From an optimization exercise on the open Yosys and OpenROAD flow, aimed at small area; shortcuts taken in it are not production practice.
At most, simulation tests tie the RTL to the original design; equivalence was not proved.
No functional check of the RTL was part of runs 2 to 6.
Power figures rest on the tool's default switching activity, not on a simulated workload.

===== flow/config.mk =====
export PLATFORM = sky130hd
export DESIGN_NAME = cabe_encoder
export DESIGN_NICKNAME = cabe_encoder
export VERILOG_FILES = /design/flow/design.v
export SDC_FILE = /design/flow/constraint.sdc
export NUM_CORES = 4
export LEC_CHECK = 0
export CAP_MARGIN = 20
export CORE_MARGIN = 2
export CORE_UTILIZATION = 40
export SLEW_MARGIN = 20

===== flow/constraint.sdc =====
create_clock -name core_clock -period 12.0 [get_ports {clk}]
set_input_delay 2.4000 -clock core_clock [delete_from_list [all_inputs] [get_ports {clk}]]
set_output_delay 2.4000 -clock core_clock [all_outputs]
set_load 0.01 [all_outputs]

===== flow/design.v =====
module cabe_encoder (
    input  wire        clk,
    input  wire        rst,         
    input  wire        start,
    input  wire [9:0]  cfg_w,       
    input  wire [15:0] cfg_h,       
    input  wire [31:0] cfg_cap,     
    input  wire        pix_valid,
    input  wire        pix_data,
    output wire        pix_ready,
    output wire        ob_we,
    output wire [31:0] ob_addr,
    output wire        ob_wdata,
    input  wire        ob_rdata,    
    output wire        done,
    output wire [31:0] keys,
    output wire [31:0] bitlen,
    output wire        trunc
);
    localparam DW = 3;               
    localparam RL = 27 / DW;         
    localparam [4:0] VS1 = (RL == 27) ? 5'd19 : 5'd25;
    localparam [4:0] VS2 = 5'd25;
    localparam S_IDLE  = 3'd0;
    localparam S_P1    = 3'd1;
    localparam S_KG    = 3'd2;
    localparam S_P2    = 3'd3;
    localparam S_EMIT  = 3'd4;
    localparam S_FLUSH = 3'd5;
    localparam S_CARRY = 3'd6;
    localparam S_DONE  = 3'd7;
    reg [2:0]  state;
    wire in_p1  = (state == S_P1);
    wire in_kg  = (state == S_KG);
    wire in_p2  = (state == S_P2);
    wire pass2  = (state == S_P2) || (state == S_EMIT) || (state == S_FLUSH) || (state == S_CARRY);
    wire wrbit  = (state == S_EMIT) || (state == S_FLUSH);
    wire carry_s = (state == S_CARRY);
    reg  [4:0] ap;                   
    wire ap_end = (ap == RL - 1);
    wire ap0    = (ap == 5'd0);
    always @(posedge clk)
        if (rst || ap_end) ap <= 5'd0;
        else               ap <= ap + 5'd1;
    reg  [4:0] vp;                   
    always @(posedge clk)
        if (rst) vp <= 5'd0;
        else     vp <= vp + (pass2 ? VS2 : VS1);
    reg [9:0]  w_r;
    reg [15:0] h_r;
    reg [28:0] cap_r;                
    reg [9:0]  x;
    reg [15:0] y;
    reg        lastcol;              
    reg        lastup;               
    reg [2:0]  acc_key;              
    reg        acc_col;
    reg        pend;
    reg        lastacc;              
    wire [9:0]  x_inc  = x + 10'd1;
    wire [15:0] y_inc  = y + 16'd1;
    wire        last_x = (x_inc == w_r);
    wire        last_y = (y_inc == h_r);
    wire        xz     = (x == 10'd0);
    wire        row0   = (y == 16'd0);
    wire        w1     = (w_r == 10'd1);
    wire [4:0]  ring = x[9:5];
    wire [19:0] rb_head;
    wire        accept;
    genvar g;
    generate
        for (g = 0; g < 20; g = g + 1) begin : RB
            reg [31:0] r;
            always @(posedge clk)
                r <= {(accept && ring == g) ? pix_data : r[0], r[31:1]};
            assign rb_head[g] = r[0];
        end
    endgenerate
    wire up  = !row0 && (w1 ? lastcol : rb_head[ring]);
    wire [2:0] key = {!xz && lastcol, up, !xz && lastup};
    wire take1    = in_p1 && ap_end;
    wire acc_free = !pend || take1 || in_p2;
    wire slot_ok  = w1 || (vp == x[4:0]);
    assign pix_ready = (in_p1 || pass2) && !lastacc && acc_free && slot_ok;
    assign accept    = pix_valid && pix_ready;
    reg [2:0] prev_key;
    reg       prev_col;
    reg [2:0] ft;                    
    reg       df;                    
    reg       busy;                  
    reg       first;                 
    reg       cyA, cyS, cyD;
    wire [DW-1:0] avg_h0 [0:7];
    wire          avg_h1 [0:7];
    wire [DW-1:0] dd_h0  [0:7];
    wire [DW-1:0] st_h0;
    wire [2:0]    dsel  = in_kg ? ft : prev_key;
    wire [DW-1:0] a_dig = avg_h0[ft];
    wire          a_nxt = avg_h1[ft];
    wire [DW-1:0] d_dig = dd_h0[dsel];
    wire [DW:0]   a_cat = {a_nxt & !ap_end, a_dig};
    wire [DW-1:0] aold  = first ? {DW{1'b0}} : a_cat[DW:1];
    wire [DW-1:0] sold  = first ? {DW{1'b0}} : st_h0;
    wire [DW-1:0] dold  = first ? {DW{1'b0}} : d_dig;
    wire          cA    = !ap0 && cyA;
    wire [DW:0]   asum  = aold + sold + cA;
    wire          cS    = ap0 || cyS;
    wire [DW:0]   sinc  = sold + cS;
    wire [DW-1:0] snew  = df ? {{(DW-1){1'b0}}, ap0} : sinc[DW-1:0];
    wire [DW-1:0] dlt   = {DW{prev_col}} | {{(DW-1){1'b0}}, ap0};
    wire          cD    = !ap0 && cyD;
    wire [DW:0]   dsum  = dold + dlt + cD;
    always @(posedge clk) begin
        cyA <= asum[DW];
        cyS <= sinc[DW];
        cyD <= dsum[DW];
    end
    wire clr = busy && first;
    genvar k;
    generate
        for (k = 0; k < 8; k = k + 1) begin : CTX
            reg [DW*RL-1:0] avg;
            reg [DW*RL-1:0] dd;
            always @(posedge clk) begin
                avg <= {(busy && df && ft == k) ? asum[DW-1:0] : (clr ? {DW{1'b0}} : avg[DW-1:0]),
                        avg[DW*RL-1:DW]};
                dd  <= {(busy && prev_key == k) ? dsum[DW-1:0] : (clr ? {DW{1'b0}} : dd[DW-1:0]),
                        dd[DW*RL-1:DW]};
            end
            assign avg_h0[k] = avg[DW-1:0];
            assign avg_h1[k] = avg[DW];
            assign dd_h0[k]  = dd[DW-1:0];
        end
    endgenerate
    reg [DW*RL-1:0] st;
    always @(posedge clk)
        st <= {busy ? snew : st[DW-1:0], st[DW*RL-1:DW]};
    assign st_h0 = st[DW-1:0];
    reg [3:0] tq;                    
    reg       hi;                    
    reg       nz;                    
    generate
        if (DW == 1) begin : KG1
            always @(posedge clk) begin
                if (ap < 5'd4) tq[ap[1:0]] <= a_dig[0];
                hi <= !ap0 && (hi || (ap >= 5'd4 && a_dig[0]));
            end
        end else begin : KG3
            always @(posedge clk) begin
                if (ap0) tq[2:0] <= a_dig[2:0];
                if (ap == 5'd1) tq[3] <= a_dig[0];
                hi <= !ap0 && (hi || (|a_dig[DW-1:1]) || (ap != 5'd1 && a_dig[0]));
            end
        end
    endgenerate
    always @(posedge clk)
        nz <= (!ap0 && nz) || (|d_dig);
    wire       hi_f = hi || (|a_dig);
    wire       nz_f = nz || (|d_dig);
    wire       kcol = !d_dig[DW-1] && nz_f;
    wire [3:0] tq1  = tq + 4'd1;
    wire [2:0] ksh  = (hi_f || tq == 4'd15) ? 3'd7 :
                      (tq == 4'd0)          ? 3'd1 : tq1[3:1];
    reg [31:0] keys_r;
    reg [7:0]  a_r;
    reg [7:0]  c_r;
    reg [2:0]  cnt;
    reg [28:0] bitlen_r;
    reg [28:0] cidx;                 
    reg        trunc_r;
    wire [3:0] kt_nib   = keys_r[31 - 4*acc_key -: 4];
    wire [2:0] kt_shift = kt_nib[3:1];
    wire       hit      = (acc_col == kt_nib[0]);
    wire [7:0] reduced  = a_r >> kt_shift;
    wire [8:0] miss_sum = {1'b0, c_r} + {1'b0, reduced};
    wire [7:0] miss_a   = a_r - reduced;
    wire        room    = (bitlen_r < cap_r);
    wire        cnz     = (cidx != 29'd0);
    wire        take2   = in_p2 && pend;
    wire        scan    = cnz && ((take2 && !hit && miss_sum[8]) || (carry_s && ob_rdata));
    wire [28:0] bl_next = bitlen_r + {28'd0, wrbit && room};
    assign ob_we    = (wrbit && room) || carry_s;
    assign ob_addr  = {3'b000, cidx};
    assign ob_wdata = carry_s ? !ob_rdata : c_r[7];
    assign done   = (state == S_DONE);
    assign keys   = keys_r;
    assign bitlen = {3'b000, bitlen_r};
    assign trunc  = trunc_r;
    always @(posedge clk) begin
        bitlen_r <= bl_next;
        cidx     <= scan ? cidx - 29'd1 : bl_next;
        pend     <= accept || (pend && !take1 && !take2);
        if (accept) begin
            acc_key <= key;
            acc_col <= pix_data;
            lastcol <= pix_data;
            lastup  <= up;
            if (last_x) begin
                x       <= 10'd0;
                y       <= last_y ? 16'd0 : y_inc;
                lastacc <= last_y;
            end else begin
                x       <= x_inc;
            end
        end
        if (wrbit) begin
            if (!room) trunc_r <= 1'b1;
            c_r <= {c_r[6:0], 1'b0};
            a_r <= {a_r[6:0], 1'b0};
            cnt <= cnt - 3'd1;
        end
        if (rst) begin
            state <= S_IDLE;
        end else begin
            case (state)
                S_IDLE, S_DONE: begin
                    if (start) begin
                        w_r      <= cfg_w;
                        h_r      <= cfg_h;
                        cap_r    <= (|cfg_cap[31:29]) ? {29{1'b1}} : cfg_cap[28:0];
                        x        <= 10'd0;
                        y        <= 16'd0;
                        prev_key <= 3'd0;
                        prev_col <= 1'b0;
                        pend     <= 1'b0;
                        busy     <= 1'b0;
                        first    <= 1'b1;
                        lastacc  <= 1'b0;
                        state    <= S_P1;
                    end
                end
                S_P1: begin
                    if (ap_end) begin
                        busy <= pend;
                        if (pend) begin
                            ft       <= prev_key;
                            df       <= (acc_key != prev_key) && (acc_col == prev_col);
                            prev_key <= acc_key;
                            prev_col <= acc_col;
                        end
                        if (busy) first <= 1'b0;
                        if (lastacc && !pend) begin
                            ft    <= 3'd0;
                            state <= S_KG;
                        end
                    end
                end
                S_KG: begin
                    if (ap_end) begin
                        keys_r[31 - 4*ft -: 4] <= {ksh, kcol};
                        ft <= ft + 3'd1;
                        if (ft == 3'd7) begin
                            a_r      <= 8'hFF;
                            c_r      <= 8'h00;
                            bitlen_r <= 29'd0;
                            cidx     <= 29'd0;
                            trunc_r  <= 1'b0;
                            lastacc  <= 1'b0;
                            state    <= S_P2;
                        end
                    end
                end
                S_P2: begin
                    if (pend) begin
                        if (hit) begin
                            a_r   <= reduced;
                            cnt   <= kt_shift;
                            state <= S_EMIT;
                        end else begin
                            a_r <= miss_a;
                            c_r <= miss_sum[7:0];
                            if (miss_sum[8] && cnz) begin
                                state <= S_CARRY;
                            end else if (!miss_a[7]) begin
                                cnt   <= 3'd1;
                                state <= S_EMIT;
                            end
                        end
                    end else if (lastacc) begin
                        cnt   <= 3'd0;           
                        state <= S_FLUSH;
                    end
                end
                S_CARRY: begin
                    if (!(ob_rdata && cnz)) begin
                        if (!a_r[7]) begin
                            cnt   <= 3'd1;
                            state <= S_EMIT;
                        end else begin
                            state <= S_P2;
                        end
                    end
                end
                S_EMIT: if (cnt == 3'd1) state <= S_P2;
                S_FLUSH: if (cnt == 3'd1) state <= S_DONE;
                default: state <= S_IDLE;
            endcase
        end
    end
endmodule

===== flow/run.sh =====
#!/bin/bash
# synth_recipe.tcl (not shown) runs the flow's synth.tcl, then flattens the netlist and writes it again
# the make line also repeats each setting of config.mk as NAME=value (left out here)
make -C /OpenROAD-flow-scripts/flow DESIGN_CONFIG=/design/flow/config.mk WORK_HOME=/design/flow/orfs CLKGATE_MAP_FILE= SYNTH_SCRIPT=/design/flow/synth_recipe.tcl finish

==> results.txt, run 1 <==
Counting every instance in the synthesized netlist gives 2764. The buffer cell driving the clock tree root was sky130_fd_sc_hd__clkbuf_16. The synthesized design spends more area on one cell type than any other, namely sky130_fd_sc_hd__dfxtp_1. The leakage dissipation was 17.3 nW. The tools report the via count of the first global-routing pass as 20000. The logs give 280 ps for the worst hold margin and 9600 ps for the data required time of the worst path. The clock buffer count from CTS was 120; the share of the synthesized area in the top cell type was 0.660. The initialized floorplan defines 111 standard-cell rows. On the critical path, the stage with the largest delay is an instance of sky130_fd_sc_hd__clkdlybuf4s50_1. The die is 309 microns tall.

The logs give 1 for the number of warnings printed during yosys synthesis and 0 for the number of remaining DRC errors. The run gives 111000 microns as the first-pass GRT wire length. The critical path in this run is classified as input pin to output pin.

Data arrives at the worst endpoint at 3580 ps. In this run, post-CTS hold repair placed 0 buffers. The deepest level of the CTS H-tree is 3. Area of all placed cells without fillers: 44100 sq um.

Gates resized during post-CTS repair numbered 0. The share of cells above drive strength 1 came out at 0.0993. After clock tree synthesis, the clock-pin slew on the worst setup and hold paths is 70 ps. The average wire per cell in the routed design is 16.3 microns.

TritonCTS built the clock tree. By instance count, the leading cell after synthesis is sky130_fd_sc_hd__dfxtp_1. The multiplexer share of the synthesized area works out to 0.0292.

The placed cell area was 40000 sq um; the initial detailed-routing violation count was 1354. The tools report the max-capacitance violation count as 0. Buffers added to address setup during post-CTS repair amount to 0. The compound-gate portion of the synthesized area was 0.0642.

In the routed layout, each cell is associated on average with a via count of 4.67. For this design the ratio of total power to cell area is 219 nW/um^2. After synthesis, the most frequently instantiated cells are 1223 x sky130_fd_sc_hd__dfxtp_1, 151 x sky130_fd_sc_hd__nor2_1, 114 x sky130_fd_sc_hd__nand3_1. The tools report the core area as 91800 sq um. The maximum single-stage delay on the critical path was 570 ps. Path category of the worst min-delay check: flip-flop to flip-flop. Clock skew on the completed layout was measured at 46.6 ps. The tools report the total overflow reported by the global router as 0. Static timing analysis puts the maximum clock frequency at 0.167 GHz.

165 I/O pins were placed. Top flip-flop cell by instance count after synthesis: sky130_fd_sc_hd__dfxtp_1. Of all nets on the critical path, the largest fanout is 3. The number of I/O port buffers was 158. The layout has 7916 filler cells. The simple-gate share of the synthesized area was 0.0841. Setup repair after global routing left no endpoint under its margin. The XOR/XNOR share of the synthesized area was 0.0293. The number of buffers and inverters on the critical path was 2. Total power for the finished layout comes to 9.66 mW. The total instance count after detailed placement is 4088.

STA classifies the critical path startpoint as an input pin. For the overall routing resource usage, the log shows 0.148. The tools report the accumulated negative setup slack as 0 ps. The synthesized design contains 105 enable-type register cells. The signal on the critical path passes through clkdlybuf4s50_1 > o21ai_0 > clkdlybuf4s50_1.

Counting I/O delays and the setup requirement, the final critical path takes 5980 ps. The tools report the count of different cell masters after synthesis as 81. The most numerous cell type found on the critical path is sky130_fd_sc_hd__clkdlybuf4s50_1. The actual transition at the worst max-transition pin came out at 886 ps. The share of async-settable or async-resettable flops after synthesis was 0; the summed instance area of the synthesized netlist was 37100 sq um.

The detail route stage leaves a number of antenna-violating nets equal to 0. Summed over all nets, the half-perimeter wirelength after detailed placement is 47700 microns. The clock reaches the later pin of the worst-skew pair after 700 ps.

The final period utilization was 0.498; the headroom to the max-slew limit was 0.409. The longest clock path from root to sink contains 3 buffers. Before antenna repair, the detailed router went through 5 iterations. The run gives 0.745 as the sequential share of the synthesized area.

Yosys attributes the largest share of cell area to sky130_fd_sc_hd__dfxtp_1 66%, sky130_fd_sc_hd__edfxtp_1 8.5%, sky130_fd_sc_hd__ha_1 2.5%, sky130_fd_sc_hd__xnor2_1 1.6%, sky130_fd_sc_hd__nand3_1 1.5%. The post-synthesis average cell area is 13.4 sq um, and the detailed-route wire length is 70200 microns. On the critical path the largest part of the delay comes from buffers and inverters. The final non-filler cell total was 4318; the number of clock sinks seen by CTS was 1328. The floorplan step set the die width to 309 microns.

The run gives 95200 sq um as the overall die area. In the final layout, the multi-input gates occupy 8780 sq um. The worst setup path is captured at an output pin. The run gives 0.404 as the initial core utilization. The initial antenna violation count was 4; the number of nets at the end of the flow was 3111. Setup violations remaining at the end of the flow were counted as 0. The peak ir drop on the vdd network is 0.132 mV, and the signed area change from the synthesized netlist to the final layout is 19.0%. The logs give 27600 sq um for the register cell area after layout and 0 for the final count of hold timing violations. Entering global routing, the biggest net connects 57 pins. The post-synthesis share of cell area spent on full adders, half adders and majority gates was 0.0282.

The via count came out at 20200. After synthesis, the largest family of logic cells by area is simple AND/OR/NAND/NOR gates. Max-slew violation count: 0.

After synthesis the netlist holds a flip-flop and latch count of 1328. The run finished with no timing, DRC or antenna violations. The congestion estimate from routability-driven global placement came to 0.859.
-- sequential cells by signal, summed over array words and instances (netlist names), 27 cells and up --
| name | flops |
|---|---|
| CTX.avg | 216 |
| CTX.dd | 216 |
| RB.r | 640 |
| bitlen_r | 29 |
| cap_r | 29 |
| cidx | 29 |
| keys_r | 32 |
| st | 27 |
-- routing by layer --
layer | track usage | share of wire | up-vias
li1 | - | - | 9860
met5 | 0 | 0.00019 | -
met2 | 0.224 | 0.44 | 538
met1 | 0.205 | 0.47 | 9639
met3 | 0.0315 | 0.055 | 139
met4 | 0.0621 | 0.035 | 2
-- final timing paths --
path	from	endpoint	slack, ps	cells past startpoint
max	ob_rdata	ob_wdata	6020	3
min	RB[12].r[14]$_DFF_P_	RB[12].r[13]$_DFF_P_	280	0
max reg2reg	acc_key[0]$_DFFE_PP_	state[2]$_SDFFE_PP0P_	6130	18
min reg2reg	RB[12].r[14]$_DFF_P_	RB[12].r[13]$_DFF_P_	280	0
-- cells by family after synthesis --
logic type               count (synthesis)
AO/OA/AOI/OAI                          348
AND/OR/NAND/NOR                        618
flip-flops                            1328
buffers and inverters                  179
multiplexers                            86
adder cells (fa/ha/maj)                 80
XOR/XNOR                               124
other                                    1
-- cell type report --
type | count | share of cell area
Clock buffer | 169 | 0.0792
Sequential cell | 1328 | 0.626
Tap cell | 1243 | 0.0352
Inverter | 84 | 0.00714
Timing Repair Buffer | 171 | 0.0380
Antenna cell | 4 | 0.000227
Clock inverter | 57 | 0.0152
Multi-Input combinational cell | 1262 | 0.199
-- power by group --
part | switching [mW] | internal [mW] | total, mW
clock | 1.63 | 2.23 | 3.86
combinational | 0.498 | 0.374 | 0.872
sequential | 0.172 | 4.76 | 4.93
total | 2.30 | 7.36 | 9.66
-- through the flow --
stage,setup WS [ps],util
4_1_cts,6000,0.481
3_3_place_gp,6000,0.435
2_1_floorplan,6510,-
3_5_place_dp,6010,0.435
6_report,6020,0.481
5_1_grt,5740,0.481
-- placed cells by master (no fill, tap or decap), types with 17 or more instances in the layout --
| master | netlist | routed |
|---|---|---|
| sky130_fd_sc_hd__edfxtp_1 | 105 | 105 |
| sky130_fd_sc_hd__a211oi_1 | 17 | 17 |
| sky130_fd_sc_hd__xnor2_1 | 66 | 66 |
| sky130_fd_sc_hd__nor3_1 | 45 | 43 |
| sky130_fd_sc_hd__inv_1 | 84 | 83 |
| sky130_fd_sc_hd__clkinv_2 | 0 | 22 |
| sky130_fd_sc_hd__nand2_1 | 110 | 109 |
| sky130_fd_sc_hd__nor2_1 | 151 | 151 |
| sky130_fd_sc_hd__clkdlybuf4s50_1 | 0 | 158 |
| sky130_fd_sc_hd__clkbuf_16 | 0 | 126 |
| sky130_fd_sc_hd__and3_1 | 21 | 21 |
| sky130_fd_sc_hd__nor2b_1 | 21 | 20 |
| sky130_fd_sc_hd__clkbuf_8 | 0 | 18 |
| sky130_fd_sc_hd__nand2b_1 | 43 | 43 |
| sky130_fd_sc_hd__nand4_1 | 21 | 21 |
| sky130_fd_sc_hd__xor2_1 | 58 | 58 |
| sky130_fd_sc_hd__nor4_1 | 18 | 17 |
| sky130_fd_sc_hd__o21ai_0 | 93 | 92 |
| sky130_fd_sc_hd__a22o_1 | 35 | 35 |
| sky130_fd_sc_hd__nand3_1 | 114 | 114 |
| sky130_fd_sc_hd__ha_1 | 74 | 74 |
| sky130_fd_sc_hd__a21o_1 | 26 | 26 |
| sky130_fd_sc_hd__dfxtp_1 | 1223 | 1223 |
| sky130_fd_sc_hd__clkbuf_1 | 62 | 25 |
| sky130_fd_sc_hd__mux2_2 | 39 | 39 |
| sky130_fd_sc_hd__a21oi_1 | 63 | 63 |
| sky130_fd_sc_hd__mux2i_1 | 33 | 33 |
==> inputs of run 2 (changes only) <==
--- a/flow/design.v
+++ b/flow/design.v
@@ -23,11 +23,13 @@
     localparam [4:0] VS2 = 5'd25;
-    localparam S_IDLE  = 3'd0;
-    localparam S_P1    = 3'd1;
-    localparam S_KG    = 3'd2;
-    localparam S_P2    = 3'd3;
-    localparam S_EMIT  = 3'd4;
-    localparam S_FLUSH = 3'd5;
-    localparam S_CARRY = 3'd6;
-    localparam S_DONE  = 3'd7;
-    reg [2:0]  state;
+    localparam S_IDLE  = 4'd0;
+    localparam S_P1    = 4'd1;
+    localparam S_KG    = 4'd2;
+    localparam S_P2    = 4'd3;
+    localparam S_EMIT  = 4'd4;
+    localparam S_FLUSH = 4'd5;
+    localparam S_CB0   = 4'd6;      
+    localparam S_CB    = 4'd7;      
+    localparam S_CF    = 4'd8;      
+    localparam S_DONE  = 4'd9;
+    reg [3:0]  state;
     wire in_p1  = (state == S_P1);
@@ -35,5 +37,9 @@
     wire in_p2  = (state == S_P2);
-    wire pass2  = (state == S_P2) || (state == S_EMIT) || (state == S_FLUSH) || (state == S_CARRY);
+    wire pass2  = (state == S_P2) || (state == S_EMIT) || (state == S_FLUSH) ||
+                  (state == S_CB0) || (state == S_CB) || (state == S_CF);
     wire wrbit  = (state == S_EMIT) || (state == S_FLUSH);
-    wire carry_s = (state == S_CARRY);
+    wire in_cb0 = (state == S_CB0);
+    wire in_cb  = (state == S_CB);
+    wire in_cf  = (state == S_CF);
+    wire carry_s = in_cb0 || in_cb || in_cf;
     reg  [4:0] ap;                   
@@ -81,3 +87,4 @@
     wire take1    = in_p1 && ap_end;
-    wire acc_free = !pend || take1 || in_p2;
+    wire take2;                      
+    wire acc_free = !pend || take1 || take2;
     wire slot_ok  = w1 || (vp == x[4:0]);
@@ -167,6 +174,5 @@
     reg [2:0]  cnt;
-    reg [28:0] bitlen_r;
-    reg [28:0] cidx;                 
+    reg [28:0] bitlen_r;             
     reg        trunc_r;
-    wire [3:0] kt_nib   = keys_r[31 - 4*acc_key -: 4];
+    wire [3:0] kt_nib   = keys_r[31:28];
     wire [2:0] kt_shift = kt_nib[3:1];
@@ -176,9 +182,22 @@
     wire [7:0] miss_a   = a_r - reduced;
-    wire        room    = (bitlen_r < cap_r);
-    wire        cnz     = (cidx != 29'd0);
-    wire        take2   = in_p2 && pend;
-    wire        scan    = cnz && ((take2 && !hit && miss_sum[8]) || (carry_s && ob_rdata));
-    wire [28:0] bl_next = bitlen_r + {28'd0, wrbit && room};
-    assign ob_we    = (wrbit && room) || carry_s;
-    assign ob_addr  = {3'b000, cidx};
+    wire        room    = (bitlen_r != cap_r);    
+    wire        pz      = (bitlen_r == 29'd0);
+    assign      take2   = in_p2 && pend && (ft == acc_key);
+    wire        krot    = pass2 && !((state == S_FLUSH) && ft == 3'd0);
+    wire        cstart  = take2 && !hit && miss_sum[8] && !pz;
+    wire        back    = (in_cb0 || in_cb) && ob_rdata && !pz;
+    wire        cwr     = (in_cb0 && !back) || in_cb || (in_cf && ob_rdata);
+    wire        bl_dec  = cstart || back;
+    wire        bl_inc  = (wrbit && room) || (carry_s && !back);
+    wire [28:0] bl_tog;
+    assign bl_tog[0] = bl_dec || bl_inc;
+    genvar bi;
+    generate
+        for (bi = 1; bi < 29; bi = bi + 1) begin : BLT
+            assign bl_tog[bi] = bl_tog[bi-1] && (bitlen_r[bi-1] ^ bl_dec);
+        end
+    endgenerate
+    wire [28:0] bl_next = bitlen_r ^ bl_tog;
+    assign ob_we    = (wrbit && room) || cwr;
+    assign ob_addr  = {3'b000, bitlen_r};
     assign ob_wdata = carry_s ? !ob_rdata : c_r[7];
@@ -190,3 +209,2 @@
         bitlen_r <= bl_next;
-        cidx     <= scan ? cidx - 29'd1 : bl_next;
         pend     <= accept || (pend && !take1 && !take2);
@@ -205,2 +223,6 @@
         end
+        if (krot) begin
+            keys_r <= {keys_r[27:0], keys_r[31:28]};
+            ft     <= ft + 3'd1;
+        end
         if (wrbit) begin
@@ -249,3 +271,3 @@
                     if (ap_end) begin
-                        keys_r[31 - 4*ft -: 4] <= {ksh, kcol};
+                        keys_r <= {keys_r[27:0], ksh, kcol};
                         ft <= ft + 3'd1;
@@ -255,3 +277,2 @@
                             bitlen_r <= 29'd0;
-                            cidx     <= 29'd0;
                             trunc_r  <= 1'b0;
@@ -263,3 +284,3 @@
                 S_P2: begin
-                    if (pend) begin
+                    if (take2) begin
                         if (hit) begin
@@ -271,4 +292,4 @@
                             c_r <= miss_sum[7:0];
-                            if (miss_sum[8] && cnz) begin
-                                state <= S_CARRY;
+                            if (miss_sum[8] && !pz) begin
+                                state <= S_CB0;
                             end else if (!miss_a[7]) begin
@@ -278,3 +299,3 @@
                         end
-                    end else if (lastacc) begin
+                    end else if (!pend && lastacc) begin
                         cnt   <= 3'd0;           
@@ -283,5 +304,7 @@
                 end
-                S_CARRY: begin
-                    if (!(ob_rdata && cnz)) begin
-                        if (!a_r[7]) begin
+                S_CB0, S_CB, S_CF: begin
+                    if (in_cf ? ob_rdata : !back) begin
+                        if (in_cb) begin
+                            state <= S_CF;
+                        end else if (!a_r[7]) begin
                             cnt   <= 3'd1;
@@ -291,2 +314,4 @@
                         end
+                    end else if (in_cb0) begin
+                        state <= S_CB;
                     end
--- a/flow/config.mk
+++ b/flow/config.mk
@@ -10,2 +10,3 @@
 export CORE_UTILIZATION = 40
+export CTS_BUF_LIST = sky130_fd_sc_hd__clkbuf_4 sky130_fd_sc_hd__clkbuf_8
 export SLEW_MARGIN = 20
==> results.txt, run 2 <==
The run finished with no timing, DRC or antenna violations. The data required time of the worst path came out at 9600 ps. The run gives 7688 as the fill cell total of the finished layout. The library cell used most frequently in the layout, excluding fill and tap cells, is sky130_fd_sc_hd__dfxtp_1.

Entering global routing, the biggest net connects 57 pins. Routability-driven placement finished with a final weighted congestion of 0.861. Relative to the synthesized area, the layout overhead comes to 18.8%. The logs give 0.478 for the core utilization of the finished layout and 1 for the number of warnings printed during yosys synthesis. The number of stages on the worst hold path was 0; the first-pass GRT wire length was 100000 microns. The share of async-settable or async-resettable flops after synthesis is 0. In the layout the commonest cells are 1230 x sky130_fd_sc_hd__dfxtp_1, 233 x sky130_fd_sc_hd__clkbuf_8, 158 x sky130_fd_sc_hd__clkdlybuf4s50_1. The vertical die dimension is 302 microns, and the total instance count after detailed placement is 3852. In this run the power density over the cells is 234 nW/um^2. The register with the most flip-flops in the layout has 640 of them. After synthesis, the most frequently instantiated cells are 1230 x sky130_fd_sc_hd__dfxtp_1, 113 x sky130_fd_sc_hd__nor2_1, 108 x sky130_fd_sc_hd__nand2_1.

The final count of negative-setup-slack endpoints is 0. Among all cell types in the netlist, the one instantiated most often is sky130_fd_sc_hd__dfxtp_1. The tools report the critical path capture point type as an output pin. Number of detailed-routing iterations run before antenna repair: 7. Die width: 302 microns.

STA classifies the critical path startpoint as a flip-flop. Hold repair after CTS inserted 0 buffers. Row generation in the floorplan step produced 109 rows.

The number of I/O port buffers came out at 158. Summed over all layers, the global routing overflow is 0. The clock tree buffer depth is 3, and the share of cells above drive strength 1 is 0.140.

TritonCTS built the clock tree. Post-synthesis average cell area: 13.4 sq um. The worst-case IR drop observed on VDD is 0.159 mV.

The via count of the first global-routing pass was 19200; the number of buffers inserted to repair setup after CTS was 0. Counting flops and latches in the post-synthesis netlist gives 1300. The final count of hold timing violations came out at 0.

The detailed router finished its first iteration with 1013 violations. The share of the synthesized area in the top cell type came out at 0.695. Summed over all layers, the routed wires come to 63000 microns. The worst path in the final design needs a cycle of 6490 ps, including I/O delays and setup.

The run gives 2 as the initial antenna violation count. In the synthesized netlist the dominant register cell turns out to be sky130_fd_sc_hd__dfxtp_1. Synthesis instantiated 76 different standard cells from the library. Setup repair after global routing left no endpoint under its margin. In this run the standard cell core region covers 88100 sq um. After detailed routing, the average wire length per cell comes to 15.1 microns. The final period utilization works out to 0.540. Achievable clock frequency: 0.154 GHz. The largest register by flop count is RB.r. The worst hold margin is 302 ps.

In this run, synthesis inferred 70 flip-flops with an integrated enable. Headroom to the max-slew limit: 0.366. The overall die area was 91000 sq um; the max-capacitance violation count was 0. The actual transition at the worst max-transition pin was 945 ps.

For this design the static power due to leakage is 16.3 nW. The clock input transition at the sequential cells of the worst setup and hold paths works out to 70 ps. By area the synthesized netlist is led by sky130_fd_sc_hd__dfxtp_1 70%, sky130_fd_sc_hd__edfxtp_1 5.9%, sky130_fd_sc_hd__xor2_1 1.9%, sky130_fd_sc_hd__mux2_2 1.7%, sky130_fd_sc_hd__o21ai_0 1.5%. Number of gates resized after CTS: 0. The number of cells produced by synthesis was 2647; the via count was 19100.

Of all nets on the critical path, the largest fanout is 12. After the flow finishes, the layout carries non-filler instances totaling 4179. In the final layout, the registers with the most flip-flops are RB.r: 640 flops, CTX.avg: 216 flops, CTX.dd: 216 flops. The max-slew violation count came out at 0.

The tools report the number of nets with antenna violations after detailed routing as 0. Summing every instance area after synthesis gives 35400 sq um. The run gives 183 as the clock buffer count from CTS.

165 I/O pins were placed. The path category of the worst min-delay check is flip-flop to flip-flop. For the sequential share of the synthesized area, the log shows 0.754.

The tools report the buffer cell driving the clock tree root as sky130_fd_sc_hd__clkbuf_8. The worst setup path is of the flip-flop to output pin kind. Dividing the detail-routed via count by the number of cells gives 4.58. The number of nets at the end of the flow was 2981; the number of remaining DRC errors was 0. The clock reaches the later pin of the worst-skew pair after 820 ps. The depth of the most critical reg-to-reg path works out to 15. The tools report the half-perimeter wire length after detailed placement as 41200 microns. The overall routing resource usage is 0.139.

The logs give 0.402 for the initial core utilization and 4090 ps for the critical path data arrival time. CTS built an H-tree with a depth of 4. Between clock sinks in the finished design, the worst skew comes to 48.0 ps. The largest total area in the synthesized netlist belongs to sky130_fd_sc_hd__dfxtp_1.

The clock drives 1300 sinks. The accumulated negative setup slack was 0 ps.
==> run 2: logic make-up (layout without fill, tap and decap cells) <==
group / after synthesis / in the layout / synth area share
buffers and inverters: 182 / 543 / 0.0232
xor gates and xnor gates: 133 / 133 / 0.0329
muxes: 104 / 104 / 0.0345
other: 1 / 7 / 0.000106
and+or+nand+nor: 550 / 550 / 0.0793
adders and majority gates: 45 / 45 / 0.0172
DFF: 1300 / 1300 / 0.754
AOI/OAI and AO/OA: 332 / 332 / 0.0585
==> run 2: metrics by stage <==
step	setup slack (ps)	cell area [sq um]	power, mW
final	5510	42100	9.85
after global placement	5550	38000	6.22
after global routing	5310	42100	10.3
after detailed placement	5620	38000	6.26
after CTS	5410	42100	9.98
after floorplan	6550	35400	5.80
==> run 2: worst max-delay path: stages, from the launching register on <==
cell                              delay (ps)
sky130_fd_sc_hd__dfxtp_1                 420
sky130_fd_sc_hd__or4_4                   600
sky130_fd_sc_hd__or4_4                   530
sky130_fd_sc_hd__or4_1                   700
sky130_fd_sc_hd__nand2_1                 160
sky130_fd_sc_hd__o31ai_1                  70
sky130_fd_sc_hd__o21ai_0                 190
sky130_fd_sc_hd__clkdlybuf4s50_1         570
==> run 2: where the power goes <==
group          switching [mW]  leakage [nW]  internal, mW  total [mW]
Combinational           0.671          3.58         0.512        1.18
Sequential              0.245          10.6          4.74        4.99
Clock                    1.58          2.19          2.11        3.68
==> run 2: worst paths after layout <==
path / start / to / slack, ps
worst min-delay path: CTX[2].avg[9]$_DFF_P_ / CTX[2].avg[6]$_DFF_P_ / 300
worst max register to register: keys_r[29]$_DFF_P_ / bitlen_r[26]$_DFF_P_ / 7200
worst max-delay path: bitlen_r[16]$_DFF_P_ / ob_we / 5510
worst min register to register: CTX[2].avg[9]$_DFF_P_ / CTX[2].avg[6]$_DFF_P_ / 300
==> run 2: layout make-up <==
| class | count | area, sq um | area share |
|---|---|---|---|
| clock inverter | 39 | 532 | 0.0126 |
| multi-input combinational | 1170 | 7940 | 0.188 |
| timing repair buffer | 168 | 1660 | 0.0393 |
| antenna | 1 | 2.50 | 0.0000594 |
| tap | 1165 | 1460 | 0.0346 |
| clock buffer | 287 | 3610 | 0.0858 |
| inverter | 49 | 185 | 0.00440 |
| sequential | 1300 | 26700 | 0.635 |
==> run 2: metal layers <==
layer  part of all wire  GRT usage
met4              0.029     0.0625
met1               0.48      0.187
met3              0.050     0.0349
met2               0.44      0.211
met5                  0          0
==> inputs of run 3 (changes only) <==
--- a/flow/config.mk
+++ b/flow/config.mk
@@ -10,3 +10,2 @@
 export CORE_UTILIZATION = 40
-export CTS_BUF_LIST = sky130_fd_sc_hd__clkbuf_4 sky130_fd_sc_hd__clkbuf_8
 export SLEW_MARGIN = 20
==> results.txt, run 3 <==
Highest metal layer used by the detailed router: met4. The register cell area after layout is 26700 sq um. Post-synthesis average cell area: 13.4 sq um. The number of vias per cell after detailed routing was 4.60; the count of different cell masters after synthesis was 76. Leaving out fill and tap cells, the most frequent cell in the layout is sky130_fd_sc_hd__dfxtp_1. Setup slack on the worst flop-to-flop path: 7200 ps. Entering global routing, the biggest net connects 57 pins.

The path class of the tightest hold or removal check is flip-flop to flip-flop. The tools report the hold buffer count at CTS as 0. After detailed routing, the average wire length per cell comes to 15.3 microns. Yosys attributes the largest share of cell area to sky130_fd_sc_hd__dfxtp_1 70%, sky130_fd_sc_hd__edfxtp_1 5.9%, sky130_fd_sc_hd__xor2_1 1.9%, sky130_fd_sc_hd__mux2_2 1.7%, sky130_fd_sc_hd__o21ai_0 1.5%. Input and output buffers added on the ports amount to 158. The largest registers in the layout are RB.r: 640 flops, CTX.avg: 216 flops, CTX.dd: 216 flops. Relative contribution of sequential cells to total power: 0.501. The flip-flop and latch count after synthesis was 1300; the share of cells above drive strength 1 was 0.101. The tree is rooted in a sky130_fd_sc_hd__clkbuf_16. The internal power of the cells totals 7.42 mW. The via count is 18700. In the final design database the tool counted 2911 nets.

The synthesized design spends more area on one cell type than any other, namely sky130_fd_sc_hd__dfxtp_1. The initial antenna violation count is 2. The via count of the first global-routing pass is 18600. In this run the remaining antenna-violating nets after routing total 0. The capturing point of the worst reg2reg path was bitlen_r[26]$_DFF_P_. Clock tree synthesis inserted a total of 113 buffers. The top flip-flop cell by instance count after synthesis was sky130_fd_sc_hd__dfxtp_1.

For the total instance count after detailed placement, the log shows 3852. Summing all multi-input logic gate instances after layout gives 7940 sq um. The tools report the number of warnings printed during yosys synthesis as 1.

The die is 302 microns tall. For the sequential share of the synthesized area, the log shows 0.754. After detailed routing, the total wire length is 62300 microns. Clock latency on the worst-skew pair, taken at its later pin, is 700 ps.

The run gives 88100 sq um as the core area. The critical path startpoint category is an input pin. TritonCTS built the clock tree. The run gives 0 as the number of buffers inserted to repair setup after CTS. The total overflow left after global routing is 0.

The critical path data arrival time came out at 4010 ps. The shortest period the worst path allows was 6410 ps. The first-pass GRT wire length was 99000 microns; the actual transition at the worst max-transition pin was 939 ps. The count of standard-cell rows was 109; the initial core utilization was 0.402. The largest fanout on the critical path is 9. The detailed router put a total of 30100 microns of wire on met1. The clock input transition at the sequential cells of the worst setup and hold paths was 70 ps; the final period utilization was 0.534. Largest register by flop count: RB.r. Excluding fillers, the count of instances in the completed layout stands at 4066. Setup repair after global routing left no endpoint under its margin. The clock share of power came out at 0.379. The library cell with the highest instance count after synthesis is sky130_fd_sc_hd__dfxtp_1. Ranked by instance count, the synthesized netlist is headed by 1230 x sky130_fd_sc_hd__dfxtp_1, 113 x sky130_fd_sc_hd__nor2_1, 108 x sky130_fd_sc_hd__nand2_1. The run gives 0.374 as the headroom to the max-slew limit. The congestion estimate from routability-driven global placement came to 0.861. The tools report the proportion of power drawn by combinational gates as 0.119. The critical path capture point type was an output pin. The tools report the number of remaining DRC errors as 0. Across the run, the number of max-cap violations was 0. The switching part of the total is 0.254.

The max-slew violation count is 0, and the number of detailed-routing iterations run before antenna repair is 7. In this run the static leakage power is 16.1 nW. The flow ran to the end and the layout has no timing, DRC or antenna violations. The run gives 7704 as the fill cell total of the finished layout. The share of the synthesized area in the top cell type was 0.695; the share of async-settable or async-resettable flops after synthesis was 0.

The power density normalized to cell area works out to 237 nW/um^2. The tools report the number of cells produced by synthesis as 2647. Summed instance area of the synthesized netlist: 35400 sq um. Wire segments on met3 add up to 2640 microns in the final route. Initial detailed-routing violation count: 992. The number of clock sinks seen by CTS was 1300.

The most critical setup path has its startpoint at ob_rdata. The met2 wirelength from detailed routing was 27900 microns; the number of enable flip-flop cells after synthesis was 70. The tools report the half-perimeter wire length after detailed placement as 41200 microns. Deepest level of the CTS H-tree: 3.

The logs give 0.183 mV for the peak ir drop on the vdd network and 0 for the final count of negative-setup-slack endpoints. In the layout the commonest cells are 1230 x sky130_fd_sc_hd__dfxtp_1, 158 x sky130_fd_sc_hd__clkdlybuf4s50_1, 116 x sky130_fd_sc_hd__clkbuf_16. Pin placement for this block handled 165 I/O pins.

The final count of hold timing violations was 0; the data required time of the worst path was 9600 ps. The largest clock skew in the final design is 59.6 ps. The tools report the startpoint of the worst-slack reg-to-reg timing path as keys_r[29]$_DFF_P_. The repair_antennas step left the layout with diodes totalling 0. For this run, the top clock speed supported by timing is 0.156 GHz.

The clock tree buffer depth was 3. For this design the total switching power over the nets is 2.53 mW. The die width was 302 microns; the overall die area was 91000 sq um. From synthesis to final layout, the design area changed by 18.5%. The depth of the most critical reg-to-reg path is 15, and the number of flip-flops under the largest register name is 640. Adding up every negative setup slack in the final design gives 0 ps.

Once the clock tree was built, the resizer swapped 0 gates to a different size. The critical path is of the input pin to output pin type. The critical path ends at ob_we.

For the overall routing resource usage, the log shows 0.136.
-- run 3: cell counts after synthesis --
Identical to the previous run, type by type.
-- run 3: stage by stage --
step	cell area [sq um]	setup WS, ps	hold WS, ps	util	power (mW)
3_3_place_gp	38000	5550	310	0.431	6.22
2_1_floorplan	35400	6550	310	-	5.80
3_5_place_dp	38000	5620	312	0.431	6.26
6_report	42000	5590	285	0.477	9.95
5_1_grt	42000	5460	298	0.477	10.4
4_1_cts	42000	5580	289	0.477	10.1
-- run 3: layout make-up --
type                    instances  share of cell area
clock buffers                 148              0.0748
clock inverters                66              0.0213
inverters                      49             0.00441
multi-input cells            1170               0.189
flip-flops and latches       1300               0.636
well taps                    1165              0.0347
repair buffers                168              0.0394
-- run 3: kinds of logic after synthesis --
logic type,share of synthesized area
flops,0.754
simple gates,0.0793
compound gates,0.0585
buf+inv,0.0232
xor+xnor,0.0329
mux,0.0345
fa+ha+maj,0.0172
other cells,0.000106
-- run 3: worst min path at each step --
stage / slack (ps) / cells past startpoint / end / start
floorplan: 310 / 0 / CTX[0].avg[10]$_DFF_P_ / CTX[0].avg[13]$_DFF_P_
global placement: 310 / 0 / CTX[1].dd[17]$_DFF_P_ / CTX[1].dd[20]$_DFF_P_
detailed placement: 310 / 0 / CTX[0].avg[2]$_DFF_P_ / CTX[0].avg[5]$_DFF_P_
CTS: 290 / 0 / CTX[1].dd[17]$_DFF_P_ / CTX[1].dd[20]$_DFF_P_
global route: 300 / 0 / CTX[3].dd[19]$_DFF_P_ / CTX[3].dd[22]$_DFF_P_
finish: 280 / 0 / CTX[1].dd[17]$_DFF_P_ / CTX[1].dd[20]$_DFF_P_
-- run 3: routing by layer --
layer | vias to the layer above | global-route usage
met2 | 407 | 0.211
met1 | 8946 | 0.188
met5 | - | 0
met3 | 107 | 0.0267
met4 | 0 | 0.0508
li1 | 9257 | -
-- run 3: critical path, stage by stage --
cell	delay (ps)
sky130_fd_sc_hd__clkdlybuf4s50_1	640
sky130_fd_sc_hd__nand2_1	140
sky130_fd_sc_hd__o31ai_1	220
sky130_fd_sc_hd__o21ai_0	110
sky130_fd_sc_hd__clkdlybuf4s50_1	500
-- run 3: power groups by stage --
stage          combinational [mW]  clock [mW]  sequential, mW
2_1_floorplan               0.837           0            4.96
3_3_place_gp                 1.15           0            5.06
3_5_place_dp                 1.18           0            5.08
4_1_cts                      1.19        3.88            4.99
5_1_grt                      1.30        4.05            5.03
6_report                     1.19        3.77            4.99
==> inputs of run 4 (changes only) <==
--- a/flow/config.mk
+++ b/flow/config.mk
@@ -9,3 +9,3 @@
 export CORE_MARGIN = 2
-export CORE_UTILIZATION = 40
+export CORE_UTILIZATION = 70
 export SLEW_MARGIN = 20
==> results.txt, run 4 <==
The run finished with no timing, DRC or antenna violations. The run gives 0.383 as the clock share of power. The actual transition at the worst max-transition pin is 975 ps, and the area of all placed cells without fillers is 41300 sq um.

Synthesis produced a netlist whose cell count is 2647. The switching part of the total came out at 0.268. TritonCTS built the clock tree. Yosys instantiated no cell more often than sky130_fd_sc_hd__dfxtp_1. The first detailed-routing pass ran for 9 iterations. For the finished layout, the period the worst path requires is 6650 ps. Post-CTS repair changed the size of 0 cells.

The run gives 0 as the max-slew violation count. The category of the most critical setup path was input pin to output pin. For the met2 wirelength from detailed routing, the log shows 45000 microns. The tools report the critical path startpoint category as an input pin. Cell taking the most area after synthesis: sky130_fd_sc_hd__dfxtp_1. Setup violations remaining at the end of the flow were counted as 0. The routed design uses 5630 microns of met3 wire.

The leakage dissipation is 16.1 nW. The sequential share of the synthesized area came out at 0.754. The number of clock buffers added by TritonCTS is 109. Ranked by total cell area, the synthesized netlist is headed by sky130_fd_sc_hd__dfxtp_1 70%, sky130_fd_sc_hd__edfxtp_1 5.9%, sky130_fd_sc_hd__xor2_1 1.9%, sky130_fd_sc_hd__mux2_2 1.7%, sky130_fd_sc_hd__o21ai_0 1.5%. From synthesis to final layout, the design area changed by 16.7%. The proportion of power drawn by combinational gates is 0.124. For the relative contribution of sequential cells to total power, the log shows 0.493. By count the netlist is led by 1230 x sky130_fd_sc_hd__dfxtp_1, 113 x sky130_fd_sc_hd__nor2_1, 108 x sky130_fd_sc_hd__nand2_1. For the hold buffer count at CTS, the log shows 0. The share of the synthesized area in the top cell type is 0.695, and the worst setup slack before clock tree synthesis is 5380 ps.

In this run the power spent charging and discharging nets is 2.74 mW. The most common cell after layout, fill and taps aside is sky130_fd_sc_hd__dfxtp_1. In the final routing, the length of wire on met1 measures 32500 microns. In the layout the commonest cells are 1230 x sky130_fd_sc_hd__dfxtp_1, 158 x sky130_fd_sc_hd__clkdlybuf4s50_1, 116 x sky130_fd_sc_hd__clkbuf_16. The average wire per cell in the routed design works out to 24.6 microns.

The via count of the first global-routing pass came out at 21900. The logs give 0 for the number of remaining DRC errors and 710 ps for the clock latency reported for the late side of the worst-skew pair. The initial core utilization was 0.708.

Data arrives at the worst endpoint at 4250 ps. The post-synthesis average cell area was 13.4 sq um; the number of nets with antenna violations after detailed routing was 0. In this run the count of I/O pins placed on the die edge is 165. After global routing the overflow that remains totals 0. The largest registers in the layout are RB.r: 640 flops, CTX.avg: 216 flops, CTX.dd: 216 flops. The data required time of the worst path was 9600 ps. Wires add up to 87700 microns. The core region is 50100 sq um.

The accumulated negative setup slack was 0 ps; the summed instance area of the synthesized netlist was 35400 sq um. Counting tap cells, the placed design contains a total of 3359 instances. Buffers placed on the I/O ports in this run total 158. The deepest level of the CTS H-tree came out at 3. CTS placed an instance of sky130_fd_sc_hd__clkbuf_16 at the clock tree root.

The wire-length estimate of the detail-placed layout is 46200 microns. Yosys mapped the design onto 76 distinct sky130hd cell types. Counting along the longest clock path gives a buffer depth of 3.

Largest register by flop count: RB.r. On the final layout, the worst clock skew is 81.2 ps. For the count of standard-cell rows, the log shows 82. Across the run, the number of max-cap violations was 0. The tools report the overall routing resource usage as 0.337.

The path class of the tightest hold or removal check is flip-flop to flip-flop. For this design the ratio of total power to cell area is 247 nW/um^2. The detailed router finished its first iteration with 2850 violations. STA classifies the critical path endpoint as an output pin.

Internal power comes to 7.47 mW. The number of enable flip-flop cells after synthesis was 70; the share of cells above drive strength 1 was 0.0980. In the final design database the tool counted 2907 nets. Share of async-settable or async-resettable flops after synthesis: 0. The tools report the number of warnings printed during yosys synthesis as 1. The first global-routing pass estimated 134000 microns of wire. The number of flip-flops under the largest register name was 640; the overall die area was 52400 sq um.

The tools report the number of clock sinks seen by CTS as 1300. The placed instances occupy a cell area of 37300 sq um. The most used flip-flop cell after synthesis is sky130_fd_sc_hd__dfxtp_1. The logs give 0 for the number of buffers inserted to repair setup after CTS and 37 for the maximum number of pins on one net before global-route repair. Of all nets on the critical path, the largest fanout is 9. Counting cells, the worst reg-to-reg path comes to 13. VDD sags by at most 0.209 mV. The number of stages on the worst hold path is 0.

Highest metal layer used by the detailed router: met5. At the end of routability-driven placement, the weighted congestion stood at 0.898. Clock-pin slew was measured on the worst setup and hold paths at 70 ps. The final route contains 20900 vias. The die is 229 microns wide. In this run the vertical extent of the chip is 229 microns. The final period utilization was 0.554. For the final count of hold timing violations, the log shows 0. Synthesis inferred 1300 register bits.

Across all setup checks in the final design, the least slack found is 5350 ps. The tools report the headroom to the max-slew limit as 0.349. Derived from the worst setup path, the maximum achievable clock frequency is 0.150 GHz. Setup repair after global routing left no endpoint under its margin.

The tools report the initial antenna violation count as 3. The number of vias per cell after detailed routing is 5.87, and the final non-filler cell total is 3560.
## run 4: changes by cell type in the layout (fill, tap and decap cells not counted), moves of 2 or more
cell / before / now
sky130_fd_sc_hd__clkinv_4: 6 / 2
sky130_fd_sc_hd__clkinv_16: 5 / 3
sky130_fd_sc_hd__clkbuf_1: 20 / 16
sky130_fd_sc_hd__clkinv_2: 24 / 16
sky130_fd_sc_hd__inv_6: 12 / 4
sky130_fd_sc_hd__clkbuf_8: 12 / 20
## run 4: routing by layer
layer | GRT usage | vias to the layer above
met3 | 0.0640 | 356
met4 | 0.155 | 2
met2 | 0.597 | 1168
met1 | 0.397 | 10100
li1 | - | 9234
met5 | 0 | -
## run 4: cell type report
class / instances / area [sq um]
diodes: 1 / 2.50
clock buffers: 153 / 3250
clock inverters: 47 / 747
fillers: 2391 / 8720
inverters: 49 / 184
multi-input cells: 1170 / 7940
flip-flops and latches: 1300 / 26700
well taps: 672 / 841
repair buffers: 168 / 1660
## run 4: logic make-up after synthesis
group	after synthesis	share of synthesized area
AOI/OAI and AO/OA	332	0.0585
xor gates and xnor gates	133	0.0329
adders and majority gates	45	0.0172
buffers and inverters	182	0.0232
DFF	1300	0.754
muxes	104	0.0345
other	1	0.000106
and+or+nand+nor	550	0.0793
## run 4: power by group through the flow
stage          Combinational [mW]  Clock [mW]  Sequential [mW]
2_1_floorplan               0.837           0             4.96
3_3_place_gp                 1.12           0             5.06
3_5_place_dp                 1.16           0             5.09
4_1_cts                      1.23        3.93             5.03
5_1_grt                      1.35        4.07             5.06
6_report                     1.26        3.91             5.03
## run 4: path summary, 6_finish.rpt
check                                            from               endpoint  slack [ps]
worst max-delay path                         ob_rdata                  ob_we        5350
worst min-delay path                    st[8]$_DFF_P_          st[5]$_DFF_P_         260
worst max register to register  state[1]$_SDFFE_PP0P_  CTX[5].dd[26]$_DFF_P_        7150
worst min register to register          st[8]$_DFF_P_          st[5]$_DFF_P_         260
## run 4: worst max-delay path, cell delays in order
cell and delay (ps):
sky130_fd_sc_hd__clkdlybuf4s50_1 600, sky130_fd_sc_hd__nand2_1 180, sky130_fd_sc_hd__o31ai_1 80, sky130_fd_sc_hd__o21ai_0 360, sky130_fd_sc_hd__clkdlybuf4s50_1 630
## run 4: through the flow
| step | total power, mW | util | hold WS [ps] |
|---|---|---|---|
| 3_3_place_gp | 6.18 | 0.746 | 310 |
| 6_report | 10.2 | 0.826 | 256 |
| 4_1_cts | 10.2 | 0.825 | 253 |
| 2_1_floorplan | 5.80 | - | 310 |
| 3_5_place_dp | 6.25 | 0.746 | 312 |
| 5_1_grt | 10.5 | 0.826 | 262 |
==> inputs of run 5 (changes only) <==
--- a/flow/config.mk
+++ b/flow/config.mk
@@ -10,2 +10,4 @@
 export CORE_UTILIZATION = 70
+export CTS_CLUSTER_DIAMETER = 100
+export CTS_CLUSTER_SIZE = 30
 export SLEW_MARGIN = 20
==> results.txt, run 5 <==
At the end of routability-driven placement, the weighted congestion stood at 0.898. Across all hold checks on the routed design, the worst slack comes to 323 ps. The flow ran to the end and the layout has no timing, DRC or antenna violations. Counting distinct cell types in the post-synthesis netlist gives 76.

The run gives 0 as the max-slew violation count. From synthesis to final layout, the design area changed by 9.25%. The top cell types in the final layout, fill and taps aside, are 1230 x sky130_fd_sc_hd__dfxtp_1, 158 x sky130_fd_sc_hd__clkdlybuf4s50_1, 112 x sky130_fd_sc_hd__nor2_1.

The run gives 0.246 as the clock share of power. The worst setup path is launched from an input pin. Timing would allow up to 0.151 GHz.

The signal on the critical path passes through clkdlybuf4s50_1 > nand2_1 > o31ai_1 > o21ai_0 > clkdlybuf4s50_1. The run gives 0 as the number of buffers inserted to repair setup after CTS. Counting every sink on the clock net gives 1300. Counting flops with a built-in enable in the synthesized netlist gives 70. Input and output buffers added on the ports amount to 158. The largest total area in the synthesized netlist belongs to sky130_fd_sc_hd__dfxtp_1.

Total overflow reported by the global router: 0. The post-synthesis average cell area is 13.4 sq um, and the clock latency reported for the late side of the worst-skew pair is 650 ps. The path category of the worst min-delay check was flip-flop to flip-flop. Power density normalized to cell area: 213 nW/um^2. TritonCTS built the clock tree. Cell class contributing the biggest share of worst-path delay: buffers and inverters. In the synthesized netlist, the number of instances is 2647. Setup violations remaining at the end of the flow were counted as 0.

The number of remaining DRC errors came out at 0. Top flip-flop cell by instance count after synthesis: sky130_fd_sc_hd__dfxtp_1. The commonest cells after synthesis are 1230 x sky130_fd_sc_hd__dfxtp_1, 113 x sky130_fd_sc_hd__nor2_1, 108 x sky130_fd_sc_hd__nand2_1. Across the VDD grid, the largest voltage drop is 0.149 mV. Leaving out fill and tap cells, the most frequent cell in the layout is sky130_fd_sc_hd__dfxtp_1. Summed over all cells, the static leakage comes to 14.8 nW. Internal power comes to 6.02 mW. STA puts the critical path data required time at 9600 ps. In this run, post-CTS repair resized a total of 0 instances. On the final layout, the worst clock skew is 29.1 ps. Measured along the x axis, the die boundary spans 229 microns.

For the pin with the worst max-slew slack, the measured transition is 923 ps. The via count of the first global-routing pass was 19500. The most numerous cell type found on the critical path is sky130_fd_sc_hd__clkdlybuf4s50_1.

The number of flip-flops under the largest register name was 640; the shortest period the worst path allows was 6640 ps. The number of detailed-routing iterations run before antenna repair is 6. The number of nets at the end of the flow is 2847. The critical path capture point type is an output pin.

Summed over all failing endpoints, the final setup total negative slack is 0 ps. The share of async-settable or async-resettable flops after synthesis is 0, and the via count is 19200. The category of the most critical setup path is input pin to output pin.

The share of the synthesized area in the top cell type is 0.695. The share of cells above drive strength 1 works out to 0.0556. The logs give 1 for the number of warnings printed during yosys synthesis and 0 for the number of nets with antenna violations after detailed routing.

The tools report the clock buffer count from CTS as 49. During I/O placement, the number of pins put on the boundary was 165. Ranked by flip-flop count, first place goes to RB.r. Counting both buffers and inverters, the worst setup path holds a total of 2.

After synthesis the netlist holds a flip-flop and latch count of 1300. Average wire per cell in the routed design: 21.4 microns. The run gives 5360 ps as the least setup slack across all paths after layout. The most common cell in the synthesized netlist is sky130_fd_sc_hd__dfxtp_1. The run gives 0.146 as the proportion of power drawn by combinational gates.

The core area is 50100 sq um, and the overall routing resource usage is 0.281. Across the run, the number of max-cap violations was 0. In the routed layout, each cell is associated on average with a via count of 5.61. The tools report the buffer cell driving the clock tree root as sky130_fd_sc_hd__clkbuf_16. The first-pass GRT wire length is 114000 microns, and the initial antenna violation count is 1.

On the critical path, the stage with the largest delay is an instance of sky130_fd_sc_hd__clkdlybuf4s50_1. Number of antenna cells inserted: 0. The detailed-route wire length is 73500 microns, and the clock tree buffer depth is 3. In this run the power spent charging and discharging nets is 2.22 mW. The switching part of the total was 0.270.

The die is 229 microns tall. Summing every instance area after synthesis gives 35400 sq um. The relative contribution of sequential cells to total power is 0.608, and the half-perimeter wire length after detailed placement is 46200 microns.

The H-tree was split into 2 levels. The tools report the initial core utilization as 0.708. Setup repair after global routing left no endpoint under its margin. Entering global routing, the biggest net connects 37 pins. The headroom to the max-slew limit was 0.380. The largest registers in the layout are RB.r: 640 flops, CTX.avg: 216 flops, CTX.dd: 216 flops. Count of standard-cell rows: 82.

For this run, the slowest stage of the critical path takes 630 ps. The final period utilization is 0.554. OpenSTA, run right after detailed placement, puts the worst setup slack at 5380 ps.

After clock tree synthesis, the flow added hold-fix buffers numbering 0. The run gives 4240 ps as the critical path data arrival time. The overall die area is 52400 sq um.

Clock-pin slew was measured on the worst setup and hold paths at 120 ps. The final count of hold timing violations is 0. The run gives 0.754 as the sequential share of the synthesized area. After synthesis, the cell types taking the most area are sky130_fd_sc_hd__dfxtp_1 70%, sky130_fd_sc_hd__edfxtp_1 5.9%, sky130_fd_sc_hd__xor2_1 1.9%, sky130_fd_sc_hd__mux2_2 1.7%, sky130_fd_sc_hd__o21ai_0 1.5%. The largest fanout on the critical path works out to 9. The initial detailed-routing violation count was 1879.
## run 5: cell counts after synthesis
No cell type changed its count.
## run 5: per-stage QoR
stage	utilization	power (mW)	cells	cell area, sq um
2_1_floorplan	-	5.80	2652	35400
3_3_place_gp	0.746	6.18	3359	37300
3_5_place_dp	0.746	6.25	3359	37300
4_1_cts	0.773	8.24	3425	38700
5_1_grt	0.773	8.53	3425	38700
6_report	0.773	8.24	3425	38700
## run 5: area by class of cell
cell class                      instances  area (sq um)
Inverter                               49           184
Clock inverter                          5          82.6
Multi-Input combinational cell       1170          7940
Tap cell                              672           841
Sequential cell                      1300         26700
Fill cell                            2891         11400
Clock buffer                           61          1270
Timing Repair Buffer                  168          1660
## run 5: metal layers
metal	track usage	vias to the layer above	wire [microns]	part of all wire
met5	0	-	13	0.00018
met4	0.0950	2	2570	0.035
met3	0.0320	190	3150	0.043
met2	0.500	670	37500	0.51
met1	0.358	9309	30200	0.41
li1	-	9035	-	-
## run 5: cell families after synthesis
kind of cell / synth area share
xor gates and xnor gates: 0.0329
other: 0.000106
adders and majority gates: 0.0172
and+or+nand+nor: 0.0793
buffers and inverters: 0.0232
AOI/OAI and AO/OA: 0.0585
muxes: 0.0345
DFF: 0.754
## run 5: path summary, 6_finish.rpt
| check | start | to | slack, ps | cells past startpoint |
|---|---|---|---|---|
| worst max-delay path | ob_rdata | ob_we | 5360 | 5 |
| worst min-delay path | RB[2].r[16]$_DFF_P_ | RB[2].r[15]$_DFF_P_ | 320 | 0 |
| worst max register to register | keys_r[29]$_DFF_P_ | bitlen_r[28]$_DFF_P_ | 7200 | 11 |
| worst min register to register | RB[2].r[16]$_DFF_P_ | RB[2].r[15]$_DFF_P_ | 320 | 0 |
## run 5: power by group through the flow
stage                     clock, mW  combinational [mW]  sequential [mW]
after detailed placement          0                1.16             5.09
after CTS                      2.04                1.18             5.01
after floorplan                   0               0.837             4.96
after global placement            0                1.12             5.06
final                          2.03                1.20             5.01
after global routing           2.18                1.30             5.05
==> inputs of run 6 (changes only) <==
--- a/flow/config.mk
+++ b/flow/config.mk
@@ -10,4 +10,5 @@
 export CORE_UTILIZATION = 70
-export CTS_CLUSTER_DIAMETER = 100
+export CTS_CLUSTER_DIAMETER = 60
 export CTS_CLUSTER_SIZE = 30
+export PLACE_DENSITY = 0.8
 export SLEW_MARGIN = 20
==> results.txt, run 6 <==
The flow ran to the end and the layout has no timing, DRC or antenna violations. The logs give 0 for the number of antenna cells inserted and 3 for the clock tree buffer depth. TritonCTS built the clock tree.

Synthesis inferred 1300 register bits. A synthesized cell averages 13.4 sq um. STA classifies the critical path startpoint as an input pin. For the largest clock skew in the final design, the log shows 28.7 ps. The half-perimeter wire length after detailed placement came out at 47300 microns. The number of clock buffers added by TritonCTS is 56. Summed over all layers, the global routing overflow is 0. The run gives 8.55 mW as the total design power. The share of async-settable or async-resettable flops after synthesis was 0.

The run gives 0.151 GHz as the achievable clock frequency. The largest single stage delay on the critical path is 620 ps. The H-tree generated during clock tree synthesis spans 2 levels. The worst setup path is captured at an output pin. After routing the design area is 39200 sq um. In this run the standard cell core region covers 50100 sq um.

The number of I/O port buffers was 158; the max-slew violation count was 0. The clock period could shrink to 6610 ps. Measured along the x axis, the die boundary spans 229 microns. Of all cell types, the one taking the most synthesized area is sky130_fd_sc_hd__dfxtp_1. The initial core utilization came out at 0.708.

The logs give 9600 ps for the data required time of the worst path and 4210 ps for the critical path data arrival time. CTS placed an instance of sky130_fd_sc_hd__clkbuf_16 at the clock tree root. The headroom to the max-slew limit was 0.324. Counting instances in the post-synthesis netlist gives the leading cell types as 1230 x sky130_fd_sc_hd__dfxtp_1, 113 x sky130_fd_sc_hd__nor2_1, 108 x sky130_fd_sc_hd__nand2_1. Summing all placed instances gives a cell area of 37400 sq um. In this run the vertical extent of the chip is 229 microns. In this run the post-CTS setup repair buffer count came out at 0. The number of warnings printed during yosys synthesis is 1. The number of enable flip-flop cells after synthesis was 70; the count of boundary I/O pins was 165. The worst hold path belongs to the class flip-flop to flip-flop. Across the VDD grid, the largest voltage drop is 0.170 mV. After the first detailed-routing iteration, the DRC count stood at 2147. The share of the synthesized area in the top cell type was 0.695; the routability-driven placement congestion ratio was 0.940. For the overall die area, the log shows 52400 sq um.

Counting flops per register, the top entry is RB.r. The most common cell after layout, fill and taps aside is sky130_fd_sc_hd__dfxtp_1. The final layout contains 2859 nets. The number of clock sinks seen by CTS was 1300; the actual transition at the worst max-transition pin was 1010 ps. The count of different cell masters after synthesis was 76; the number of cells produced by synthesis was 2647. The tools report the count of standard-cell rows as 82. The run gives 35400 sq um as the summed instance area of the synthesized netlist.

Walking the worst path, the cells encountered are clkdlybuf4s50_1 > nand2_1 > o31ai_1 > o21ai_0 > clkdlybuf4s50_1. The number of buffers and inverters on the critical path was 2. The register with the most flip-flops in the layout has 640 of them. After filler insertion, the fill cell instance count of the layout stands at 2814. For this run, the leading register cell type out of synthesis is sky130_fd_sc_hd__dfxtp_1. After detailed routing, the total wire length is 75200 microns.

The hold buffer count at CTS was 0. The initial antenna violation count came out at 1. The logs give 0.288 for the overall routing resource usage and 0 for the number of remaining DRC errors.

The via count of the first global-routing pass is 19500, and the accumulated negative setup slack is 0 ps. The logs give 6 for the number of detailed-routing iterations run before antenna repair and 0 for the final count of negative-setup-slack endpoints. The worst setup path is of the input pin to output pin kind. The final count of hold timing violations was 0. Dividing the detail-routed wire length by the instance count gives 21.8 microns.

For the leakage dissipation, the log shows 15.0 nW. At the later pin of the worst-skew pair, clock insertion delay measures 670 ps. In this run the remaining antenna-violating nets after routing total 0. In this design, the critical path's most frequently occurring cell is sky130_fd_sc_hd__clkdlybuf4s50_1.

The multi-input combinational cells in the finished layout cover a total of 7930 sq um. By instance count, the leading cell after synthesis is sky130_fd_sc_hd__dfxtp_1. Summing all flip-flop and latch instances after layout gives 26700 sq um. Relative to the synthesized area, the layout overhead comes to 10.6%. The sequential share of the synthesized area came out at 0.754.

By area the synthesized netlist is led by sky130_fd_sc_hd__dfxtp_1 70%, sky130_fd_sc_hd__edfxtp_1 5.9%, sky130_fd_sc_hd__xor2_1 1.9%, sky130_fd_sc_hd__mux2_2 1.7%, sky130_fd_sc_hd__o21ai_0 1.5%. The tool flagged a number of max-cap violations equal to 0. First-pass GRT wire length: 116000 microns. The number of gates resized after CTS was 0. Broken down by cell family, the worst path's largest delay share belongs to buffers and inverters. The detailed router placed 19400 vias in this run.

In the final layout, the registers with the most flip-flops are RB.r: 640 flops, CTX.avg: 216 flops, CTX.dd: 216 flops. After clock tree synthesis, the clock-pin slew on the worst setup and hold paths is 110 ps. Share of cells above drive strength 1: 0.0641.

The largest fanout on the critical path is 9. Slowest library cell on the worst path: sky130_fd_sc_hd__clkdlybuf4s50_1. The final period utilization was 0.551.

Setup repair after global routing left no endpoint under its margin. The number of vias per cell after detailed routing was 5.64. Leaving out fill and tap cells, the most frequent cells in the layout are 1230 x sky130_fd_sc_hd__dfxtp_1, 158 x sky130_fd_sc_hd__clkdlybuf4s50_1, 112 x sky130_fd_sc_hd__nor2_1. The maximum number of pins on one net before global-route repair was 32. The power density normalized to cell area was 218 nW/um^2.
run 6: changes by cell type in the layout (fill, tap and decap cells not counted), sizes merged:
| cell | previous run | this run |
|---|---|---|
| inv | 52 | 58 |
| clkinv | 1 | 10 |
| buf | 10 | 15 |
| clkbuf | 61 | 65 |
| clkinvlp | 1 | 0 |
run 6: layout make-up:
class,instances,area share
multi-input cells,1170,0.202
repair buffers,173,0.0441
well taps,672,0.0215
clock inverters,19,0.00814
clock buffers,65,0.0372
inverters,49,0.00469
flip-flops and latches,1300,0.682
run 6: power breakdown:
part	internal [mW]	total (mW)	switching [mW]
Combinational	0.523	1.25	0.730
Clock	0.926	2.30	1.38
Sequential	4.74	4.99	0.255
run 6: final timing paths:
kind | from | endpoint | slack, ps | depth (start not counted)
setup reg to reg | keys_r[31]$_DFF_P_ | bitlen_r[10]$_DFF_P_ | 7080 | 13
setup / recovery | ob_rdata | ob_we | 5390 | 5
hold / removal | CTX[1].dd[17]$_DFF_P_ | CTX[1].dd[14]$_DFF_P_ | 310 | 0
hold reg to reg | CTX[1].dd[17]$_DFF_P_ | CTX[1].dd[14]$_DFF_P_ | 310 | 0
run 6: metal layers:
| metal | GRT usage | vias up | share of wire |
|---|---|---|---|
| met5 | 0 | - | 0 |
| met4 | 0.0917 | 0 | 0.032 |
| met3 | 0.0342 | 156 | 0.051 |
| met2 | 0.502 | 762 | 0.50 |
| met1 | 0.379 | 9465 | 0.42 |
| li1 | - | 9061 | - |
run 6: through the flow:
| step | cells | utilization | hold slack, ps | worst slack [ps] |
|---|---|---|---|---|
| 6_report | 3448 | 0.783 | 313 | 5390 |
| 5_1_grt | 3448 | 0.783 | 322 | 5330 |
| 4_1_cts | 3448 | 0.782 | 315 | 5410 |
| 3_5_place_dp | 3364 | 0.747 | 312 | 5430 |
| 3_3_place_gp | 3362 | 0.746 | 310 | 5420 |
| 2_1_floorplan | 2652 | - | 310 | 6550 |
run 6: kinds of logic (layout without fill, tap and decap cells):
kind of cell / count (synthesis) / after routing / share of synthesized area
compound gates: 332 / 332 / 0.0585
other cells: 1 / 6 / 0.000106
flops: 1300 / 1300 / 0.754
simple gates: 550 / 550 / 0.0793
buf+inv: 182 / 306 / 0.0232
xor+xnor: 133 / 133 / 0.0329
fa+ha+maj: 45 / 45 / 0.0172
mux: 104 / 104 / 0.0345

afterwards: timing with drivers on the ports:
No port has a modelled driver above. Below, the same layouts with a new extraction and two added sets of constraints.
Step 1, drivers: a clkbuf_16 drives clk and a buf_2 each remaining input, both assumed.
Step 2 also shifts input and output timing later by t, the mid clock arrival at the registers, as if the neighbouring blocks saw the same clock.
a / b / c = ideal ports / drivers / drivers and shift; a / b = the first two.
run | shift t [ns] | setup slack, ns | cell pins on the clock port's net
run 1 | 0.741 | 6.024 / 5.995 / 5.995 | 1
run 2 | 0.857 | 5.514 / 5.454 / 5.563 | 1
run 3 | 0.735 | 5.593 / 5.569 / 5.571 | 1
run 4 | 0.732 | 5.352 / 5.327 / 5.327 | 1
run 5 | 0.698 | 5.357 / 5.333 / 5.333 | 1
run 6 | 0.713 | 5.387 / 5.359 / 5.359 | 1
After both steps setup and hold are still met in every run listed. For run 1, which loses most, drivers alone change the setup slack by -0.029 ns; drivers and shift together by -0.029 ns.
